What follows belongs to an exercise in optimizing a design on an open flow for small area, a short achievable clock period and few clock cycles; a production flow would make more cautious choices. Where RTL was checked, it was by simulation tests only, not by an equivalence proof against the original. Power and IR drop assume default switching activity.

Setup of P:
// rtb_arith
module rtb_arith (
    input  wire        clk,
    input  wire        rst,
    input  wire        in_valid,
    output wire        in_ready,
    input  wire [1:0]  op,
    input  wire [31:0] a,
    input  wire [31:0] b,
    output wire        out_valid,
    output wire [31:0] result,
    output wire        fits
);
    reg        rdy, ov, fit_q;
    reg        s_div, s_mul, s_pre, s_post, first;
    reg        is_f, neg;
    reg [4:0]  cnt;
    reg [31:0] d;
    reg [31:0] r;
    reg [31:0] q;
    reg [1:0]  qx;
    assign in_ready  = rdy;
    assign out_valid = ov;
    assign result    = q;
    assign fits      = fit_q;
    wire [32:0] rsh  = {r, q[31]};
    wire [33:0] diff = {1'b0, rsh} - {2'b00, d};
    wire        qb   = ~diff[33];
    wire [31:0] rdiv = qb ? diff[31:0] : rsh[31:0];
    wire skip16 = ~is_f & first & (q[31:16] < d[15:0]);
    wire        bz   = (r[2] & r[1] & r[0]) | ~(r[2] | r[1] | r[0]);
    wire        bneg = r[2] & ~bz;
    wire        b2   = (r[2] ^ r[1]) & ~(r[1] ^ r[0]);
    wire [33:0] pmag = bz ? 34'd0 : (b2 ? {1'b0, d, 1'b0} : {2'b00, d});
    wire [34:0] msum = {qx[1], qx, q} + {bneg, pmag ^ {34{bneg}}} + {34'd0, bneg};
    wire [31:0] qneg = ~q + 32'd1;
    wire        last = (cnt == 5'd1);
    reg [31:0] q_n, r_n;
    reg [1:0]  qx_n;
    always @* begin
        q_n  = {q[30:0], qb};
        r_n  = rdiv;
        qx_n = qx;
        if (rdy) begin
            case (op)
                2'd0: begin q_n = 32'd0;        r_n = {1'b0, a[26:0], 4'd0}; end
                2'd1: begin q_n = 32'h2000_0000; r_n = {6'd0, a[23:0], 2'b00}; qx_n = 2'b00; end
                2'd2: begin q_n = a;            r_n = 32'd0; end
                default: begin q_n = 32'd0;     r_n = 32'd0; end
            endcase
        end else if (s_pre | s_post) begin
            q_n = qneg;
            r_n = 32'd0;
        end else if (s_mul) begin
            {qx_n, q_n} = {msum[34], msum[34:2]};
            r_n = {2'b00, r[31:2]};
        end else if (skip16) begin
            r_n = {16'd0, q[31:16]};
            q_n = {q[15:0], 16'd0};
        end else if (is_f & first & qb) begin
            q_n = 32'd0;
        end
    end
    always @(posedge clk) begin
        q  <= q_n;
        r  <= r_n;
        qx <= qx_n;
        if (rst) begin
            rdy    <= 1'b1;
  ...
Size in the first run: roughly 10000 um2 of cells after synthesis.
clock: 10.0 ns
lec_check: 0
cap_margin: 20
core_margin: 2
core_utilization: 40
place_density: 0.6
slew_margin: 20
run.sh (not shown) runs the stock make flow with config.mk's settings and CLKGATE_MAP_FILE= SYNTH_SCRIPT=/design/flow/synth_recipe.tcl, a recipe that flattens the netlist after the stock synthesis.
Changes in Q relative to P:
==> flow/flow/run.sh (new file) <==
#!/bin/bash
set -euo pipefail
export SETUP_SLACK_MARGIN=7
bash standard.sh > standard.log 2>&1
==> flow/standard.sh (new file) <==
#!/bin/bash
# synth_recipe.tcl (not shown) runs the flow's synth.tcl, then flattens the netlist and writes it again
# the make line also repeats each setting of config.mk as NAME=value (left out here)
make -C /OpenROAD-flow-scripts/flow DESIGN_CONFIG=/design/flow/config.mk WORK_HOME=/design/flow/orfs CLKGATE_MAP_FILE= SYNTH_SCRIPT=/design/flow/synth_recipe.tcl "${@:-finish}"
removed: flow/run.sh
Diff P -> Q: total global-route track usage up 4.7 points, final HPWL from detailed placement flat.
According to the power report, total power for Q is higher than for P.
Run comparison: P leading cell type in the layout, fill and taps excluded sky130_fd_sc_hd__nand2_1; Q leading cell type in the layout, fill and taps excluded sky130_fd_sc_hd__buf_4
Number of clock-tree buffers in the layout down 2 in Q wrt P
Count of multi-input gates: Q vs P up about 0.5%
Sequential share of layout area, Q and P: smaller value in Q
Delta(hold-critical path depth, Q - P) > 0
P → Q: relative area change from synthesis to final layout picked up an extra 34 points, final worst-path setup slack picked up an extra 1.17 ns.
No run of this note included a check of the RTL's function; only the layout flow was run.

Setup of the previous run:
The RTL this note starts from:
==> flow/design.v <==
module rtb_arith (
    input  wire        clk,
    input  wire        rst,
    input  wire        in_valid,
    output wire        in_ready,
    input  wire [1:0]  op,
    input  wire [31:0] a,
    input  wire [31:0] b,
    output wire        out_valid,
    output wire [31:0] result,
    output wire        fits
);
    reg        rdy, ov, fit_q;
    reg        s_div, s_mul, s_pre, s_post, first;
    reg        is_f, neg;
    reg        big;         
    reg [4:0]  cnt;
    reg [31:0] d;
    reg [31:0] r;
    reg [31:0] q;
    assign in_ready  = rdy;
    assign out_valid = ov;
    assign result    = q;
    assign fits      = fit_q;
    wire [33:0] w   = {r, q[31:30]};
    wire [35:0] x   = {{2{s_mul & w[33]}}, w};
    wire [35:0] t1  = x - {4'b0000, d};
    wire [35:0] t2  = x - {3'b000, d, 1'b0};
    wire [35:0] c3s = x ^ {4'b1111, ~d} ^ {3'b111, ~d, 1'b1};
    wire [35:0] c3c = (x & {4'b1111, ~d}) | (x & {3'b111, ~d, 1'b1})
                    | ({4'b1111, ~d} & {3'b111, ~d, 1'b1});
    wire [36:0] t3c = {c3s, 1'b1} + {c3c[34:0], 1'b1, 1'b1};    
    wire [35:0] t3  = t3c[36:1];
    wire        g1  = ~t1[35];
    wire        g2  = ~t2[35];
    wire        g3  = ~t3[35];
    wire [1:0]  qd  = {g2, g3 | (g1 & ~g2)};
    wire        s3  = s_mul ? (q[1:0] == 2'd3) : g3;
    wire        s2  = s_mul ? (q[1:0] == 2'd2) : (g2 & ~g3);
    wire        s1  = s_mul ? (q[1:0] == 2'd1) : (g1 & ~g2);
    wire        s0  = s_mul ? (q[1:0] == 2'd0) : ~g1;
    wire [35:0] ts  = ({36{s3}} & t3) | ({36{s2}} & t2) | ({36{s1}} & t1) | ({36{s0}} & x);
    wire        qb  = g1;    
    wire skip16 = s_div & ~is_f & first & (q[31:16] < d[15:0]);
    wire [31:0] qneg = ~q + 32'd1;
    wire        last = (cnt == 5'd1);
    wire        nofit = is_f & first & (qb | big);
    reg [31:0] q_e, r_e;       
    always @* begin
        q_e = {q[15:0], 16'd0};
        r_e = {16'd0, q[31:16]};
        if (rdy) begin
            case (op)
                2'd0: begin q_e = 32'd0;        r_e = {2'b00, a[26:0], 3'd0}; end
                2'd1: begin q_e = {8'b11000000, a[23:0]}; r_e = 32'hFBFF_FFFF; end
                2'd2: begin q_e = a;            r_e = 32'd0; end
                default: begin q_e = 32'd0;     r_e = 32'd0; end
            endcase
        end else if (s_pre | s_post) begin
            q_e = qneg;
            r_e = 32'd0;
        end
    end
    wire        step = ~rdy & ~s_pre & ~s_post & ~skip16;
    wire [31:0] r_n  = ~step ? r_e : s_mul ? ts[35:4] : ts[31:0];
    wire [31:0] q_n  = ~step ? q_e
                     : (s_mul & last) ? ~{{3{ts[35]}}, ts[35:7]}
                     : s_mul ? {ts[3:2], 2'b00, q[29:2]}
                     : {q[29:0], qd & ~{2{nofit}}};
    always @(posedge clk) begin
        q  <= q_n;
        r  <= r_n;
        if (rst) begin
            rdy    <= 1'b1;
            ov     <= 1'b0;
            s_div  <= 1'b0;
            s_mul  <= 1'b0;
            s_pre  <= 1'b0;
            s_post <= 1'b0;
        end else begin
            ov <= 1'b0;
            if (rdy && in_valid) begin
                rdy   <= 1'b0;
                fit_q <= 1'b0;
                first <= 1'b1;
                is_f  <= (op == 2'd0);
                neg   <= 1'b0;
                big   <= |a[31:27];
                case (op)
                    2'd0: begin
                        d   <= b;
                        cnt <= 5'd13;
                        s_div <= 1'b1;
                    end
                    2'd1: begin
                        d     <= b;
                        cnt   <= 5'd12;
                        s_mul <= 1'b1;
                    end
                    2'd2: begin
                        d   <= {16'd0, b[15:0]};
                        neg <= a[31];
                        cnt <= 5'd16;
                        if (a[31]) s_pre <= 1'b1;
                        else       s_div <= 1'b1;
                    end
                    default: begin
                        rdy <= 1'b1;
                        ov  <= 1'b1;
                    end
                endcase
            end
            if (s_pre) begin
                s_pre <= 1'b0;
                s_div <= 1'b1;
            end
            if (s_div) begin
                cnt   <= cnt - 5'd1;
                first <= 1'b0;
                if (skip16) begin
                    cnt <= 5'd8;
                end else if (nofit) begin
                    s_div <= 1'b0;
                    rdy   <= 1'b1;
                    ov    <= 1'b1;
                end else if (last) begin
                    s_div <= 1'b0;
                    fit_q <= is_f;
                    if (neg)
                        s_post <= 1'b1;
                    else begin
                        rdy <= 1'b1;
                        ov  <= 1'b1;
                    end
                end
            end
            if (s_post) begin
                s_post <= 1'b0;
                rdy    <= 1'b1;
                ov     <= 1'b1;
            end
            if (s_mul) begin
                cnt <= cnt - 5'd1;
                if (last) begin
                    s_mul <= 1'b0;
                    rdy   <= 1'b1;
                    ov    <= 1'b1;
                end
            end
        end
    end
endmodule
Settings: LEC_CHECK=0, ABC_AREA=1, CAP_MARGIN=20, CORE_MARGIN=2, CORE_UTILIZATION=40, PLACE_DENSITY=0.6, SLEW_MARGIN=20; clock period 10.0 ns.
standard.sh (not shown) runs the stock make flow with config.mk's settings and CLKGATE_MAP_FILE= SYNTH_SCRIPT=/design/flow/synth_recipe.tcl, a recipe that flattens the netlist after the stock synthesis.
==> flow/flow/run.sh <==
#!/bin/bash
set -euo pipefail
export SETUP_SLACK_MARGIN=7.2
export TNS_END_PERCENT=0
bash standard.sh > standard.log 2>&1
Testbench counts of the previous run, summed over its fixed seeds: cycles 34,385.
[inputs] the current run vs the previous run
- PLACE_DENSITY: 0.6 -> 0.7
- ABC_AREA: 1 -> unset
- CORE_UTILIZATION: 40 -> 50
==> flow/flow/run.sh <==
#!/bin/bash
set -euo pipefail
export SETUP_SLACK_MARGIN=6.5
export TNS_END_PERCENT=0
export BUFFER_PORTS_ARGS="-buffer_cell sky130_fd_sc_hd__buf_2"
bash standard.sh > standard.log 2>&1
==> summary.txt <==
Minimum period implied by the final worst setup slack ends up lower on the previous run. Result: PASS for each of the previous run and the current run. The current run has maximum number of pins on one net before global-route repair below what the previous run had. The current run ended up with a higher post-synthesis xor/xnor area fraction than the previous run did. The wire length reported for the current run is smaller than that of the previous run by 32%. Data required time of the critical path (the current run over the previous run): decrease, 110 ps.

-- static timing again, ports no longer ideal --
Ports are ideal in the flow. The routed layouts listed here were re-timed in OpenROAD.
Step 1: set_driving_cell puts a clkbuf_16 on clk and a buf_2 on each other input, an assumption about the parent block.
Step 2 also shifts input and output timing later by t, the mid clock arrival at the registers, as if the neighbouring blocks saw the same clock.
a / b / c = no drivers / after step 1 / after step 2; a / b = the first two.
| run | t (ns) | setup WS [ns] | hold slack, ns |
|---|---|---|---|
| P | 0.413 | 4.862 / 4.862 / 4.862 | 0.522 / 0.522 / 0.522 |
| Q | 0.411 | 6.036 / 6.036 / 6.036 | 0.504 / 0.504 / 0.504 |
| the previous run | 0.461 | 6.505 / 6.505 / 6.219 | 0.481 / 0.481 / 0.481 |
| the current run | 0.425 | 5.684 / 5.684 / 5.684 | 0.525 / 0.525 / 0.525 |
After both steps every run listed still meets setup and hold. The setup slack of the previous run, which loses most, moves by 0.000 ns with the drivers and by -0.286 ns with both steps.
